Context: an optimization exercise on an open-source flow, tuned for small area, a short achievable clock period and few clock cycles per item. The choices shown serve that exercise and are no tape-out recipe. RTL that was checked went through simulation tests only; none was proved equivalent to the original.

==> v18: inputs <==
// eo_pktcipher
module eo_pktcipher (
    input  wire       clk,
    input  wire       rst,
    input  wire       start,
    input  wire       dec,
    input  wire [7:0] key,
    input  wire [6:0] len,
    output wire       ready,
    input  wire       in_valid,
    input  wire [7:0] in_byte,
    output wire       in_ready,
    output reg        out_valid,
    output reg  [7:0] out_byte
);
    function [14:0] keytab;
        input [6:0] h;
        begin
            case (h)
            7'd0: keytab = {7'd0, 8'd255};
            7'd1: keytab = {7'd85, 8'd85};
            7'd2: keytab = {7'd102, 8'd51};
            7'd3: keytab = {7'd91, 8'd36};
            7'd4: keytab = {7'd28, 8'd28};
            7'd5: keytab = {7'd81, 8'd23};
            7'd6: keytab = {7'd98, 8'd19};
            7'd7: keytab = {7'd119, 8'd17};
            7'd8: keytab = {7'd120, 8'd15};
            7'd9: keytab = {7'd13, 8'd13};
            7'd10: keytab = {7'd30, 8'd12};
            7'd11: keytab = {7'd83, 8'd11};
            7'd12: keytab = {7'd20, 8'd10};
            7'd13: keytab = {7'd9, 8'd9};
            7'd14: keytab = {7'd26, 8'd8};
            7'd15: keytab = {7'd111, 8'd8};
            7'd16: keytab = {7'd112, 8'd7};
            7'd17: keytab = {7'd69, 8'd7};
            7'd18: keytab = {7'd86, 8'd6};
            7'd19: keytab = {7'd75, 8'd6};
            7'd20: keytab = {7'd12, 8'd6};
            7'd21: keytab = {7'd65, 8'd5};
            7'd22: keytab = {7'd82, 8'd5};
            7'd23: keytab = {7'd103, 8'd5};
            7'd24: keytab = {7'd104, 8'd5};
  ...
==> flow/config.mk <==
export PLATFORM = sky130hd
export DESIGN_NAME = eo_pktcipher
export DESIGN_NICKNAME = eo_pktcipher
export VERILOG_FILES = /design/flow/design.v
export SDC_FILE = /design/flow/constraint.sdc
export NUM_CORES = 4
export LEC_CHECK = 0
export CAP_MARGIN = 20
export CORE_MARGIN = 2
export CORE_UTILIZATION = 40
export PLACE_DENSITY = 0.6
export SLEW_MARGIN = 20
==> flow/constraint.sdc <==
create_clock -name core_clock -period 15.0 [get_ports {clk}]
set_input_delay 3.0000 -clock core_clock [delete_from_list [all_inputs] [get_ports {clk}]]
set_output_delay 3.0000 -clock core_clock [all_outputs]
set_load 0.01 [all_outputs]
standard.sh (not shown) runs the stock make flow with config.mk's settings and CLKGATE_MAP_FILE= SYNTH_SCRIPT=/design/flow/synth_recipe.tcl, a recipe that flattens the netlist after the stock synthesis.
==> flow/flow/run.sh <==
#!/bin/bash
# Layout flow: the standard ORFS flow (standard synthesis included), with
# the port buffers inserted at placement made buf_4 cells instead of the
# default pick. Each tool's output goes to the ORFS logs under orfs/logs/;
# make's own output is kept in flow_make.log.
set -euo pipefail
export BUFFER_PORTS_ARGS="-buffer_cell sky130_fd_sc_hd__buf_4"
bash standard.sh > flow_make.log 2>&1
==> v33: changes against v18 <==
--- a/flow/design.v
+++ b/flow/design.v
@@ -246,38 +246,36 @@
     wire [6:0] b_eff   = acc_q ? wptr  : ld_base;
     wire [6:0] n_eff   = acc_q ? len_q : ld_n;
     wire       dec_eff = acc_q ? dec_q : ld_dec;
     wire [6:0] t_eff   = acc_q ? 7'd0  : (ld_cnt + {6'd0, xv_q});    
     wire [6:0] rem     = n_eff - t_eff;                              
     wire       rem_gt1 = (rem > 7'd1);
     wire       rem_gt0 = (rem != 7'd0);
-    reg  [6:0] rbq, rwq;
-    wire [6:0] rb      = acc_q ? rwq : rbq;
+    wire [6:0] rb      = b_eff - fp;
     wire [6:0] s_cur   = rb + t_eff;
     wire [6:0] s_nxt   = rb + t_eff + 7'd1;
     wire [6:0] s_end   = rb + n_eff - 7'd1;
     wire       ok_cur  = dec_eff ? (t_eff == 7'd0 ? !rb[6] : !s_end[6]) : !s_cur[6];
     wire       ok_nxt  = dec_eff ? !s_end[6] : !s_nxt[6];
-    wire       ok_new  = !rwq[6];
+    wire [6:0] w_fp    = wptr - fp;
+    wire       ok_new  = !w_fp[6];
     wire       ld_done = ld_v && (ld_cnt == ld_n);
     wire       pop     = pd_v && (o_rem == 7'd0);
     wire       ld_mv   = ld_done && (!pd_v || pop);
     wire       ld_v_d  = acc_q || (ld_v && !ld_mv);
     wire       pd_v_d  = ld_mv || (pd_v && !pop);
     wire       room    = !(ld_v_d && pd_v_d) && !rst_q;
     wire       acc_now  = start && ready_r;
     wire       xfer_now = in_valid && in_ready_r;
     always @(posedge clk) begin
         key_q  <= key;
         len_q  <= len;
         dec_q  <= dec;
         byte_q <= in_byte;
         rst_q  <= rst;
-        rbq    <= b_eff - fp;
-        rwq    <= wptr - fp;
         if (rst) begin
             ready_r    <= 1'b1;
             in_ready_r <= 1'b0;
             acc_q      <= 1'b0;
             xv_q       <= 1'b0;
         end else begin
             acc_q <= acc_now;
@@ -361,82 +359,75 @@
                 pd_base <= ld_base;
                 pd_n    <= ld_n;
                 pd_dec  <= ld_dec;
                 pd_byp  <= ld_byp;
             end
         end
     end
-    reg        s1_v, s1_swp;
-    reg [5:0]  s1_p;
-    wire       o_hi   = o_inter && o_tog;
-    wire       o_idle = (o_rem == 7'd0);
-    wire [6:0] p0 = o_idle ? pd_base : o_hi ? {1'b0, o_phi} : o_plo;
-    wire       f0 = (o_idle ? !pd_byp : o_swap) && flg[p0[5:0]];
+    reg        s1_v, s1_fwd, s1_last;
+    reg [6:0]  s1_p;             
+    wire       o_hi = o_inter && o_tog;
     always @(posedge clk) begin
-        if (rst_q)
-            fp <= 7'd0;
-        else if (!o_idle) begin
-            if (o_rem == 7'd1)
-                fp <= o_end;
-            else if (!o_hi && !f0)
-                fp <= o_plo;
-        end else if (pop) begin
-            if (pd_n == 7'd1)
-                fp <= pd_base + 7'd1;
-            else if (!f0)
-                fp <= pd_base;
-        end
         if (rst_q) begin
             o_rem <= 7'd0;
             s1_v  <= 1'b0;
-        end else if (!o_idle) begin
+        end else if (o_rem != 7'd0) begin
             s1_v    <= 1'b1;
-            s1_p    <= p0[5:0];
-            s1_swp  <= f0;
+            s1_p    <= o_hi ? {1'b0, o_phi} : o_plo;
+            s1_fwd  <= !o_hi;
+            s1_last <= (o_rem == 7'd1);
             if (o_hi)
                 o_phi <= o_phi - 6'd1;
             else
                 o_plo <= o_plo + 7'd1;
             o_tog <= o_tog ^ o_inter;
             o_rem <= o_rem - 7'd1;
         end else if (pop) begin
             s1_v    <= 1'b1;
-            s1_p    <= p0[5:0];
-            s1_swp  <= f0;
+            s1_p    <= pd_base;
+            s1_fwd  <= 1'b1;
+            s1_last <= (pd_n == 7'd1);
             o_rem   <= pd_n - 7'd1;
             o_plo   <= pd_base + 7'd1;
             o_phi   <= pd_base[5:0] + pd_n[5:0] - 6'd1;
             o_inter <= (pd_dec == pd_byp);
             o_tog   <= (pd_dec == pd_byp);
             o_swap  <= !pd_byp;
             o_end   <= pd_base + pd_n;
             o_bm1   <= pd_base[5:0] - 6'd1;
         end else begin
             s1_v <= 1'b0;
         end
     end
-    wire [5:0] p1     = s1_p;
+    wire [5:0] p1     = s1_p[5:0];
+    wire       f1     = flg[p1];
     wire [7:0] su     = search1(1'b1, ~flg, p1, o_end[5:0]);
     wire [7:0] sd     = search1(1'b0, ~flg, p1, o_bm1);
     reg        s2_v, s2_swp, s2_flip;
     reg [5:0]  s2_p;
     reg [7:0]  s2_su, s2_sd;
     reg [2:0]  s2_mu, s2_md;
     always @(posedge clk) begin
         s2_p    <= p1;
-        s2_swp  <= s1_swp;
+        s2_swp  <= o_swap && f1;
         s2_flip <= o_swap;
         s2_su   <= su;
         s2_sd   <= sd;
         s2_mu   <= o_end[2:0];
         s2_md   <= o_bm1[2:0];
-        if (rst_q)
+        if (rst_q) begin
             s2_v <= 1'b0;
-        else
+            fp   <= 7'd0;
+        end else begin
             s2_v <= s1_v;
+            if (s1_v && s1_last)
+                fp <= o_end;
+            else if (s1_v && s1_fwd && !(o_swap && f1))
+                fp <= s1_p;
+        end
     end
     wire [7:0] zu  = grp(~flg, s2_su[3:1]) | (s2_su[0] ? dec8(s2_mu) : 8'd0);
     wire [7:0] zd  = grp(~flg, s2_sd[3:1]) | (s2_sd[0] ? dec8(s2_md) : 8'd0);
     wire [3:0] fu  = ffs8(zu);
     wire [3:0] fd  = fls8(zd);
     wire [5:0] xu  = s2_su[7] ? {s2_p[5:3], s2_su[6:4]} : {s2_su[3:1], fu[2:0]};
     wire [5:0] xd  = s2_sd[7] ? {s2_p[5:3], s2_sd[6:4]} : {s2_sd[3:1], fd[2:0]};
@@ -450,26 +441,21 @@
         s3_flip <= s2_flip;
         if (rst_q)
             s3_v <= 1'b0;
         else
             s3_v <= s2_v;
     end
     reg        s4_v, s4_flip;
-    reg [5:0]  s4_rd, s4_rdn;    
-    wire [5:0] rd3 = s3_swp ? (s3_xu + s3_xd - s3_p) : s3_p;
+    reg [5:0]  s4_rd;
     always @(posedge clk) begin
-        s4_rd   <= rd3;
-        s4_rdn  <= ~rd3;
+        s4_rd   <= s3_swp ? (s3_xu + s3_xd - s3_p) : s3_p;
         s4_flip <= s3_flip;
         if (rst_q)
             s4_v <= 1'b0;
         else
             s4_v <= s3_v;
     end
-    wire [7:0] rd_lo = mem[s4_rd];
-    wire [7:0] rd_hi = mem[~s4_rdn];
     always @(posedge clk) begin
-        out_byte[3:0] <= rd_lo[3:0];
-        out_byte[7:4] <= rd_hi[7:4] ^ {s4_flip, 3'd0};
+        out_byte <= mem[s4_rd] ^ {s4_flip, 7'd0};
         out_valid <= s4_v && !rst && !rst_q;
     end
 endmodule
==> flow/run.sh (new file) <==
#!/bin/bash
# synth_recipe.tcl (not shown) runs the flow's synth.tcl, then flattens the netlist and writes it again
# the make line also repeats each setting of config.mk as NAME=value (left out here)
make -C /OpenROAD-flow-scripts/flow DESIGN_CONFIG=/design/flow/config.mk WORK_HOME=/design/flow/orfs CLKGATE_MAP_FILE= SYNTH_SCRIPT=/design/flow/synth_recipe.tcl finish
removed: flow/flow/run.sh
removed: flow/standard.sh
==> flow_metrics.tcl <==
set metrics [dict create \
    outcome "timing/DRC/antenna clean" \
    die_h_um 319 \
    drive_gt1_share_pct 14.4 \
    num_antenna_cells 0 \
    clock_buffers 112 \
    timing.rr.start "acc_q" \
    synth_compound_area_share_pct 7.63 \
    met2_length_mm 48.9 \
    m1WireLength_mm 43.3 \
    relSlewSlack_pct 22.6 \
    p_seq_mw 2.94 \
    leakage_nw 15.4 \
    cp_top_family "compound AO/OA/AOI/OAI gates" \
]
(the above is from v33)
==> flow_metrics.tcl <==
set metrics [dict create \
    outcome "timing/DRC/antenna clean" \
    die_h_um 323 \
    fin_skew_ps 45.3 \
    p_seq_mw 3.09 \
    timing.rr.start "o_rem[0]" \
    dp.cells 4374 \
    switching_share_pct 33.7 \
    cp_top_family "flip-flops" \
    inv_count 182 \
    relSlewSlack_pct 25.9 \
    clock_buffers 117 \
    drive_gt1_share_pct 15.3 \
]
(the above is from v18)
Testbench counts of v33, summed over its fixed seeds: cycles 45,961, bytes 34,425.
Only the layout flow was run in v18; the RTL was not checked for function there.

==> inputs of v5 <==
Another version of the RTL of eo_pktcipher (not shown whole).
## eo_pktcipher
module eo_pktcipher (
    input  wire       clk,
    input  wire       rst,
    input  wire       start,
    input  wire       dec,
    input  wire [7:0] key,
    input  wire [6:0] len,
    output wire       ready,
    input  wire       in_valid,
    input  wire [7:0] in_byte,
    output wire       in_ready,
    output reg        out_valid,
    output reg  [7:0] out_byte
);
export LEC_CHECK = 0
export CAP_MARGIN = 20
export CORE_MARGIN = 2
export CORE_UTILIZATION = 60
export PLACE_DENSITY = 0.72
export SLEW_MARGIN = 20
create_clock -name core_clock -period 15.0 [get_ports {clk}]
==> flow/flow/run.sh <==
#!/bin/bash
# Layout flow: the standard ORFS flow (standard synthesis included), with
# the port buffers inserted at placement made buf_4 cells instead of the
# default pick. Each tool's output goes to the ORFS logs under orfs/logs/;
# make's own output is kept in flow_make.log.
set -euo pipefail
export BUFFER_PORTS_ARGS="-buffer_cell sky130_fd_sc_hd__buf_4"
bash standard.sh > flow_make.log 2>&1
==> inputs of v7, as changes to v5 <==
--- a/flow/design.v
+++ b/flow/design.v
@@ -224,18 +224,18 @@
     reg [7:0] key_q, byte_q;
     reg [6:0] len_q;
     reg       dec_q;
     assign ready    = ready_r;
     assign in_ready = in_ready_r;
     reg        ld_v;             
     reg [6:0]  ld_base, ld_n, ld_cnt;
-    reg        ld_dec, ld_byp, ld_b0ff, ld_tog;
-    reg [5:0]  ld_wlo, ld_whi;
+    reg        ld_dec, ld_byp, ld_b0ff;
     reg [6:0]  wptr;             
-    reg [6:0]  p_inv, p_tm;
+    reg [6:0]  p_inv;
+    reg [2:0]  p_t;
     reg [7:0]  p_lim;
     reg        p_knz;
     reg        pd_v;
     reg [6:0]  pd_base, pd_n;
     reg        pd_dec, pd_byp;
     reg [6:0]  o_rem, o_plo;
     reg [5:0]  o_phi;
@@ -246,38 +246,36 @@
     wire [6:0] b_eff   = acc_q ? wptr  : ld_base;
     wire [6:0] n_eff   = acc_q ? len_q : ld_n;
     wire       dec_eff = acc_q ? dec_q : ld_dec;
     wire [6:0] t_eff   = acc_q ? 7'd0  : (ld_cnt + {6'd0, xv_q});    
     wire [6:0] rem     = n_eff - t_eff;                              
     wire       rem_gt1 = (rem > 7'd1);
     wire       rem_gt0 = (rem != 7'd0);
-    reg  [6:0] rbq, rwq;
-    wire [6:0] rb      = acc_q ? rwq : rbq;
+    reg  [6:0] rb;
+    wire [6:0] wfp     = wptr - fp;
     wire [6:0] s_cur   = rb + t_eff;
-    wire [6:0] s_nxt   = rb + t_eff + 7'd1;
     wire [6:0] s_end   = rb + n_eff - 7'd1;
     wire       ok_cur  = dec_eff ? (t_eff == 7'd0 ? !rb[6] : !s_end[6]) : !s_cur[6];
-    wire       ok_nxt  = dec_eff ? !s_end[6] : !s_nxt[6];
-    wire       ok_new  = !rwq[6];
+    wire       ok_nxt  = dec_eff ? !s_end[6] : !s_cur[6] && (s_cur[5:0] != 6'h3f);
+    wire       ok_new  = !wfp[6];
     wire       ld_done = ld_v && (ld_cnt == ld_n);
     wire       pop     = pd_v && (o_rem == 7'd0);
     wire       ld_mv   = ld_done && (!pd_v || pop);
     wire       ld_v_d  = acc_q || (ld_v && !ld_mv);
     wire       pd_v_d  = ld_mv || (pd_v && !pop);
     wire       room    = !(ld_v_d && pd_v_d) && !rst_q;
     wire       acc_now  = start && ready_r;
     wire       xfer_now = in_valid && in_ready_r;
     always @(posedge clk) begin
         key_q  <= key;
         len_q  <= len;
         dec_q  <= dec;
         byte_q <= in_byte;
         rst_q  <= rst;
-        rbq    <= b_eff - fp;
-        rwq    <= wptr - fp;
+        rb     <= acc_now ? wfp : b_eff - fp;
         if (rst) begin
             ready_r    <= 1'b1;
             in_ready_r <= 1'b0;
             acc_q      <= 1'b0;
             xv_q       <= 1'b0;
         end else begin
             acc_q <= acc_now;
@@ -287,43 +285,46 @@
             else if (xfer_now)
                 in_ready_r <= rem_gt1 && ok_nxt;
             else
                 in_ready_r <= rem_gt0 && ok_cur && !rst_q;
             ready_r <= !acc_now && room && !rem_gt1 && !(rem_gt0 && !xfer_now);
         end
     end
-    wire       use_hi = ld_dec && ld_tog;
-    wire [5:0] wslot  = use_hi ? ld_whi : ld_wlo;
+    wire [5:0] whalf  = ld_cnt[6:1];
+    wire [5:0] woff   = !ld_dec ? ld_cnt[5:0] :
+                        ld_cnt[0] ? ld_n[5:0] - 6'd1 - whalf : whalf;
+    wire [5:0] wslot  = ld_base[5:0] + woff;
     wire [7:0] bx     = byte_q ^ {ld_dec, 7'd0};
     wire [7:0] prod   = bx * {p_inv, 1'b1};
     wire [7:0] kodd = key_q[0] ? key_q :
                       key_q[1] ? {1'd0, key_q[7:1]} :
                       key_q[2] ? {2'd0, key_q[7:2]} :
                       key_q[3] ? {3'd0, key_q[7:3]} :
                       key_q[4] ? {4'd0, key_q[7:4]} :
                       key_q[5] ? {5'd0, key_q[7:5]} :
                       key_q[6] ? {6'd0, key_q[7:6]} : {7'd0, key_q[7]};
-    wire [6:0] ktm  = key_q[0] ? 7'h00 : key_q[1] ? 7'h01 : key_q[2] ? 7'h03 :
-                      key_q[3] ? 7'h07 : key_q[4] ? 7'h0f : key_q[5] ? 7'h1f :
-                      key_q[6] ? 7'h3f : 7'h7f;
+    wire [2:0] kt   = key_q[0] ? 3'd0 : key_q[1] ? 3'd1 : key_q[2] ? 3'd2 :
+                      key_q[3] ? 3'd3 : key_q[4] ? 3'd4 : key_q[5] ? 3'd5 :
+                      key_q[6] ? 3'd6 : 3'd7;
+    wire [7:0] p_tm = ~(8'hFF << p_t);       
     wire [14:0] ktab = keytab(kodd[7:1]);
     reg        w2_v, w2_lz;
     reg [5:0]  w2_slot;
     reg [7:0]  w2_byte, w2_prod;
     always @(posedge clk) begin
         if (acc_q) begin
             p_inv <= ktab[14:8];
             p_lim <= ktab[7:0];
-            p_tm  <= ktm;
+            p_t   <= kt;
             p_knz <= |key_q;
         end
         w2_slot <= wslot;
         w2_byte <= byte_q;
         w2_prod <= prod;
-        w2_lz   <= p_knz && ((bx & {1'b0, p_tm}) == 8'd0);
+        w2_lz   <= p_knz && ((bx & p_tm) == 8'd0);
         if (w2_v) begin
             mem[w2_slot] <= w2_byte;
             flg[w2_slot] <= w2_lz && (w2_prod <= p_lim);
         end
         if (rst_q) begin
             w2_v    <= 1'b0;
             ld_v    <= 1'b0;
@@ -335,25 +336,17 @@
             w2_v <= xv_q;
             if (acc_q) begin
                 ld_base <= wptr;
                 ld_n    <= len_q;
                 ld_dec  <= dec_q;
                 ld_cnt  <= 7'd0;
                 ld_byp  <= (len_q <= 7'd2);
-                ld_tog  <= 1'b0;
-                ld_wlo  <= wptr[5:0];
-                ld_whi  <= wptr[5:0] + len_q[5:0] - 6'd1;
                 wptr    <= wptr + len_q;
             end else if (xv_q) begin
                 ld_cnt <= ld_cnt + 7'd1;
-                ld_tog <= ld_tog ^ ld_dec;
-                if (use_hi)
-                    ld_whi <= ld_whi - 6'd1;
-                else
-                    ld_wlo <= ld_wlo + 6'd1;
                 if (ld_cnt == 7'd0)
                     ld_b0ff <= (byte_q == 8'hFF);
                 if (ld_cnt == 7'd1 && ld_b0ff && byte_q == 8'hFF)
                     ld_byp <= 1'b1;
             end
             ld_v <= ld_v_d;
             pd_v <= pd_v_d;
@@ -429,31 +422,47 @@
     end
     wire [7:0] zu  = grp(~flg, s2_su[3:1]) | (s2_su[0] ? dec8(s2_mu) : 8'd0);
     wire [7:0] zd  = grp(~flg, s2_sd[3:1]) | (s2_sd[0] ? dec8(s2_md) : 8'd0);
     wire [3:0] fu  = ffs8(zu);
     wire [3:0] fd  = fls8(zd);
     wire [5:0] xu  = s2_su[7] ? {s2_p[5:3], s2_su[6:4]} : {s2_su[3:1], fu[2:0]};
     wire [5:0] xd  = s2_sd[7] ? {s2_p[5:3], s2_sd[6:4]} : {s2_sd[3:1], fd[2:0]};
-    reg        s3_v, s3_flip;
-    reg [5:0]  s3_rd, s3_rdn;    
-    wire [5:0] rd2 = s2_swp ? (xu + xd - s2_p) : s2_p;
+    reg        s3_v, s3_swp, s3_flip;
+    reg [5:0]  s3_p, s3_xu, s3_xd;
     always @(posedge clk) begin
-        s3_rd   <= rd2;
-        s3_rdn  <= ~rd2;
+        s3_p    <= s2_p;
+        s3_xu   <= xu;
+        s3_xd   <= xd;
+        s3_swp  <= s2_swp;
         s3_flip <= s2_flip;
         if (rst_q)
             s3_v <= 1'b0;
         else
             s3_v <= s2_v;
     end
-    wire [7:0] rd_lo = mem[s3_rd];
-    wire [7:0] rd_hi = mem[~s3_rdn];
-    reg  [7:0] s4_byte;
-    reg        s4_v;
-    always @(posedge clk) begin
-        s4_byte[3:0] <= rd_lo[3:0];
-        s4_byte[7:4] <= rd_hi[7:4] ^ {s3_flip, 3'd0};
-        s4_v         <= s3_v && !rst && !rst_q;
-        out_byte     <= s4_byte;
-        out_valid    <= s4_v && !rst;
+    reg        s4_v, s4_flip;
+    reg [5:0]  s4_rd;            
+    wire [5:0] rd3 = s3_swp ? (s3_xu + s3_xd - s3_p) : s3_p;
+    always @(posedge clk) begin
+        s4_rd   <= rd3;
+        s4_flip <= s3_flip;
+        if (rst_q)
+            s4_v <= 1'b0;
+        else
+            s4_v <= s3_v;
+    end
+    reg  [7:0] rd;
+    integer    ri;
+    always @* begin
+        rd = 8'd0;
+        for (ri = 0; ri < 64; ri = ri + 1)
+            rd = rd | (mem[ri] & {8{s4_rd == ri[5:0]}});
+    end
+    reg  [7:0] s5_byte;
+    reg        s5_v;
+    always @(posedge clk) begin
+        s5_byte      <= rd ^ {s4_flip, 7'd0};
+        s5_v         <= s4_v && !rst && !rst_q;
+        out_byte     <= s5_byte;
+        out_valid    <= s5_v && !rst;
     end
 endmodule
==> flow/flow/run.sh (replaced) <==
#!/bin/bash
# Layout flow: the standard ORFS flow (standard synthesis included), with
#  - the port buffers inserted at placement made buf_4 cells instead of the
#    default pick, and
#  - clock tree synthesis without dummy load cells, and with sink clusters
#    of up to 30 registers within 80 um.
# Each tool's output goes to the ORFS logs under orfs/logs/; make's own output
# is kept in flow_make.log.
set -euo pipefail
export BUFFER_PORTS_ARGS="-buffer_cell sky130_fd_sc_hd__buf_4"
export CTS_ARGS="-sink_clustering_enable -repair_clock_nets -dont_use_dummy_load -sink_clustering_size 30 -sink_clustering_max_diameter 80"
bash standard.sh > flow_make.log 2>&1
==> inputs of v34, as changes to v5 <==
--- a/flow/design.v
+++ b/flow/design.v
@@ -361,44 +361,51 @@
                 pd_base <= ld_base;
                 pd_n    <= ld_n;
                 pd_dec  <= ld_dec;
                 pd_byp  <= ld_byp;
             end
         end
     end
-    reg        s1_v;
+    reg        s1_v, s1_swp;
     reg [5:0]  s1_p;
     wire       o_hi   = o_inter && o_tog;
     wire       o_idle = (o_rem == 7'd0);
-    wire       flo = o_swap && flg[o_plo[5:0]];
+    wire [6:0] p0 = o_idle ? pd_base : o_hi ? {1'b0, o_phi} : o_plo;
+    wire       f0 = (o_idle ? !pd_byp : o_swap) && flg[p0[5:0]];
     always @(posedge clk) begin
         if (rst_q)
             fp <= 7'd0;
         else if (!o_idle) begin
             if (o_rem == 7'd1)
                 fp <= o_end;
-            else if (!o_hi && !flo)
+            else if (!o_hi && !f0)
                 fp <= o_plo;
-        end else if (pop && pd_n == 7'd1)
-            fp <= pd_base + 7'd1;
+        end else if (pop) begin
+            if (pd_n == 7'd1)
+                fp <= pd_base + 7'd1;
+            else if (!f0)
+                fp <= pd_base;
+        end
         if (rst_q) begin
             o_rem <= 7'd0;
             s1_v  <= 1'b0;
         end else if (!o_idle) begin
             s1_v    <= 1'b1;
-            s1_p    <= o_hi ? o_phi : o_plo[5:0];
+            s1_p    <= p0[5:0];
+            s1_swp  <= f0;
             if (o_hi)
                 o_phi <= o_phi - 6'd1;
             else
                 o_plo <= o_plo + 7'd1;
             o_tog <= o_tog ^ o_inter;
             o_rem <= o_rem - 7'd1;
         end else if (pop) begin
             s1_v    <= 1'b1;
-            s1_p    <= pd_base[5:0];
+            s1_p    <= p0[5:0];
+            s1_swp  <= f0;
             o_rem   <= pd_n - 7'd1;
             o_plo   <= pd_base + 7'd1;
             o_phi   <= pd_base[5:0] + pd_n[5:0] - 6'd1;
             o_inter <= (pd_dec == pd_byp);
             o_tog   <= (pd_dec == pd_byp);
             o_swap  <= !pd_byp;
             o_end   <= pd_base + pd_n;
@@ -412,15 +419,15 @@
     wire [7:0] sd     = search1(1'b0, ~flg, p1, o_bm1);
     reg        s2_v, s2_swp, s2_flip;
     reg [5:0]  s2_p;
     reg [7:0]  s2_su, s2_sd;
     reg [2:0]  s2_mu, s2_md;
     always @(posedge clk) begin
         s2_p    <= p1;
-        s2_swp  <= o_swap && flg[p1];
+        s2_swp  <= s1_swp;
         s2_flip <= o_swap;
         s2_su   <= su;
         s2_sd   <= sd;
         s2_mu   <= o_end[2:0];
         s2_md   <= o_bm1[2:0];
         if (rst_q)
             s2_v <= 1'b0;
Settings changed: CORE_UTILIZATION 60 to 40, PLACE_DENSITY 0.72 to 0.6.
==> inputs of v29, as changes to v5 <==
--- a/flow/design.v
+++ b/flow/design.v
@@ -224,18 +224,18 @@
     reg [7:0] key_q, byte_q;
     reg [6:0] len_q;
     reg       dec_q;
     assign ready    = ready_r;
     assign in_ready = in_ready_r;
     reg        ld_v;             
     reg [6:0]  ld_base, ld_n, ld_cnt;
-    reg        ld_dec, ld_byp, ld_b0ff, ld_tog;
-    reg [5:0]  ld_wlo, ld_whi;
+    reg        ld_dec, ld_byp, ld_b0ff;
     reg [6:0]  wptr;             
-    reg [6:0]  p_inv, p_tm;
+    reg [6:0]  p_inv;
+    reg [2:0]  p_t;
     reg [7:0]  p_lim;
     reg        p_knz;
     reg        pd_v;
     reg [6:0]  pd_base, pd_n;
     reg        pd_dec, pd_byp;
     reg [6:0]  o_rem, o_plo;
     reg [5:0]  o_phi;
@@ -287,43 +287,46 @@
             else if (xfer_now)
                 in_ready_r <= rem_gt1 && ok_nxt;
             else
                 in_ready_r <= rem_gt0 && ok_cur && !rst_q;
             ready_r <= !acc_now && room && !rem_gt1 && !(rem_gt0 && !xfer_now);
         end
     end
-    wire       use_hi = ld_dec && ld_tog;
-    wire [5:0] wslot  = use_hi ? ld_whi : ld_wlo;
+    wire [5:0] whalf  = ld_cnt[6:1];
+    wire [5:0] woff   = !ld_dec ? ld_cnt[5:0] :
+                        ld_cnt[0] ? ld_n[5:0] - 6'd1 - whalf : whalf;
+    wire [5:0] wslot  = ld_base[5:0] + woff;
     wire [7:0] bx     = byte_q ^ {ld_dec, 7'd0};
     wire [7:0] prod   = bx * {p_inv, 1'b1};
     wire [7:0] kodd = key_q[0] ? key_q :
                       key_q[1] ? {1'd0, key_q[7:1]} :
                       key_q[2] ? {2'd0, key_q[7:2]} :
                       key_q[3] ? {3'd0, key_q[7:3]} :
                       key_q[4] ? {4'd0, key_q[7:4]} :
                       key_q[5] ? {5'd0, key_q[7:5]} :
                       key_q[6] ? {6'd0, key_q[7:6]} : {7'd0, key_q[7]};
-    wire [6:0] ktm  = key_q[0] ? 7'h00 : key_q[1] ? 7'h01 : key_q[2] ? 7'h03 :
-                      key_q[3] ? 7'h07 : key_q[4] ? 7'h0f : key_q[5] ? 7'h1f :
-                      key_q[6] ? 7'h3f : 7'h7f;
+    wire [2:0] kt   = key_q[0] ? 3'd0 : key_q[1] ? 3'd1 : key_q[2] ? 3'd2 :
+                      key_q[3] ? 3'd3 : key_q[4] ? 3'd4 : key_q[5] ? 3'd5 :
+                      key_q[6] ? 3'd6 : 3'd7;
+    wire [7:0] p_tm = ~(8'hFF << p_t);       
     wire [14:0] ktab = keytab(kodd[7:1]);
     reg        w2_v, w2_lz;
     reg [5:0]  w2_slot;
     reg [7:0]  w2_byte, w2_prod;
     always @(posedge clk) begin
         if (acc_q) begin
             p_inv <= ktab[14:8];
             p_lim <= ktab[7:0];
-            p_tm  <= ktm;
+            p_t   <= kt;
             p_knz <= |key_q;
         end
         w2_slot <= wslot;
         w2_byte <= byte_q;
         w2_prod <= prod;
-        w2_lz   <= p_knz && ((bx & {1'b0, p_tm}) == 8'd0);
+        w2_lz   <= p_knz && ((bx & p_tm) == 8'd0);
         if (w2_v) begin
             mem[w2_slot] <= w2_byte;
             flg[w2_slot] <= w2_lz && (w2_prod <= p_lim);
         end
         if (rst_q) begin
             w2_v    <= 1'b0;
             ld_v    <= 1'b0;
@@ -335,25 +338,17 @@
             w2_v <= xv_q;
             if (acc_q) begin
                 ld_base <= wptr;
                 ld_n    <= len_q;
                 ld_dec  <= dec_q;
                 ld_cnt  <= 7'd0;
                 ld_byp  <= (len_q <= 7'd2);
-                ld_tog  <= 1'b0;
-                ld_wlo  <= wptr[5:0];
-                ld_whi  <= wptr[5:0] + len_q[5:0] - 6'd1;
                 wptr    <= wptr + len_q;
             end else if (xv_q) begin
                 ld_cnt <= ld_cnt + 7'd1;
-                ld_tog <= ld_tog ^ ld_dec;
-                if (use_hi)
-                    ld_whi <= ld_whi - 6'd1;
-                else
-                    ld_wlo <= ld_wlo + 6'd1;
                 if (ld_cnt == 7'd0)
                     ld_b0ff <= (byte_q == 8'hFF);
                 if (ld_cnt == 7'd1 && ld_b0ff && byte_q == 8'hFF)
                     ld_byp <= 1'b1;
             end
             ld_v <= ld_v_d;
             pd_v <= pd_v_d;
@@ -429,31 +424,44 @@
     end
     wire [7:0] zu  = grp(~flg, s2_su[3:1]) | (s2_su[0] ? dec8(s2_mu) : 8'd0);
     wire [7:0] zd  = grp(~flg, s2_sd[3:1]) | (s2_sd[0] ? dec8(s2_md) : 8'd0);
     wire [3:0] fu  = ffs8(zu);
     wire [3:0] fd  = fls8(zd);
     wire [5:0] xu  = s2_su[7] ? {s2_p[5:3], s2_su[6:4]} : {s2_su[3:1], fu[2:0]};
     wire [5:0] xd  = s2_sd[7] ? {s2_p[5:3], s2_sd[6:4]} : {s2_sd[3:1], fd[2:0]};
-    reg        s3_v, s3_flip;
-    reg [5:0]  s3_rd, s3_rdn;    
-    wire [5:0] rd2 = s2_swp ? (xu + xd - s2_p) : s2_p;
+    reg        s3_v, s3_swp, s3_flip;
+    reg [5:0]  s3_p, s3_xu, s3_xd;
     always @(posedge clk) begin
-        s3_rd   <= rd2;
-        s3_rdn  <= ~rd2;
+        s3_p    <= s2_p;
+        s3_xu   <= xu;
+        s3_xd   <= xd;
+        s3_swp  <= s2_swp;
         s3_flip <= s2_flip;
         if (rst_q)
             s3_v <= 1'b0;
         else
             s3_v <= s2_v;
     end
-    wire [7:0] rd_lo = mem[s3_rd];
-    wire [7:0] rd_hi = mem[~s3_rdn];
-    reg  [7:0] s4_byte;
-    reg        s4_v;
-    always @(posedge clk) begin
-        s4_byte[3:0] <= rd_lo[3:0];
-        s4_byte[7:4] <= rd_hi[7:4] ^ {s3_flip, 3'd0};
-        s4_v         <= s3_v && !rst && !rst_q;
-        out_byte     <= s4_byte;
-        out_valid    <= s4_v && !rst;
+    reg        s4_v, s4_flip;
+    reg [5:0]  s4_rd, s4_rdn;    
+    wire [5:0] rd3 = s3_swp ? (s3_xu + s3_xd - s3_p) : s3_p;
+    always @(posedge clk) begin
+        s4_rd   <= rd3;
+        s4_rdn  <= ~rd3;
+        s4_flip <= s3_flip;
+        if (rst_q)
+            s4_v <= 1'b0;
+        else
+            s4_v <= s3_v;
+    end
+    wire [7:0] rd_lo = mem[s4_rd];
+    wire [7:0] rd_hi = mem[~s4_rdn];
+    reg  [7:0] s5_byte;
+    reg        s5_v;
+    always @(posedge clk) begin
+        s5_byte[3:0] <= rd_lo[3:0];
+        s5_byte[7:4] <= rd_hi[7:4] ^ {s4_flip, 3'd0};
+        s5_v         <= s4_v && !rst && !rst_q;
+        out_byte     <= s5_byte;
+        out_valid    <= s5_v && !rst;
     end
 endmodule
Settings changed: CORE_UTILIZATION 60 to 40, PLACE_DENSITY 0.72 to 0.6.
==> qor summary <==
metric	v5	v7	v29	v34
Run status	finished clean	finished clean	finished clean	finished clean
Largest stage delay on the critical path	830 ps	380 ps	380 ps	790 ps
Clock tree skew after final layout	29.6 ps	97.4 ps	42.9 ps	47.7 ps
Util after Layout	66.6%	64.6%	44.9%	44.9%
Fraction of synthesized cell area taken by the top area cell type	49.6%	50.8%	48.7%	50.2%
Routed len/inst	27.3 µm	31.4 µm	23.9 µm	24.0 µm
Placeable core region	67300 µm²	64200 µm²	100000 µm²	100000 µm²
Layout clock area frac	6.50%	2.29%	6.71%	6.76%
# Taps	873	855	1298	1298
Via count of the first global-routing pass	26100	26700	25400	24800
Final WL	107000 µm	125000 µm	103000 µm	107000 µm
Initial Util	60.6%	60.4%	40.4%	40.3%
Insertion delay of the later-clocked pin in the worst-skew pair	640 ps	620 ps	670 ps	690 ps
Testbench counts of v5, summed over its fixed seeds: cycles 45,961, bytes 34,425.
Testbench counts of v7, summed over its fixed seeds: cycles 45,969, bytes 34,425.
Testbench counts of v29, summed over its fixed seeds: cycles 45,969, bytes 34,425.
No functional check of the RTL was part of v34.

-- static timing again, ports no longer ideal --
How much do the figures lean on ideal ports? The routed layouts below were timed once more, with nothing changed but the port constraints.
Step 1, drivers: a clkbuf_16 drives clk and a buf_2 each remaining input, both assumed.
Step 2, shift: input delay + t, output delay - t, t = (earliest + latest rising clock arrival at the registers) / 2. This alone moves slack from input paths to output paths.
a / b / c = no drivers / after step 1 / after step 2; a / b = the first two.
run | t (ns) | setup WS [ns] | worst hold slack (ns) | clock arrival spread, ns | cell pins on the clock port's net
v18 | 0.718 | 10.575 / 10.507 / 11.015 | 0.306 / 0.306 / 0.306 | 0.046 / 0.046 | 1
v33 | 0.728 | 10.186 / 10.152 / 10.186 | 0.325 / 0.325 / 0.325 | 0.044 / 0.044 | 1
v5 | 0.697 | 10.668 / 10.668 / 10.668 | 0.325 / 0.325 / 0.325 | 0.039 / 0.039 | 1
v7 | 0.644 | 10.900 / 10.833 / 10.386 | 0.331 / 0.331 / 0.331 | 0.120 / 0.121 | 1
v34 | 0.729 | 10.354 / 10.354 / 10.354 | 0.326 / 0.326 / 0.326 | 0.050 / 0.050 | 1
v29 | 0.730 | 10.818 / 10.744 / 10.644 | 0.324 / 0.324 / 0.324 | 0.061 / 0.061 | 1
After both steps setup and hold are still met in every run listed. The setup slack of v7, which loses most, moves by -0.067 ns with the drivers and by -0.514 ns with both steps.
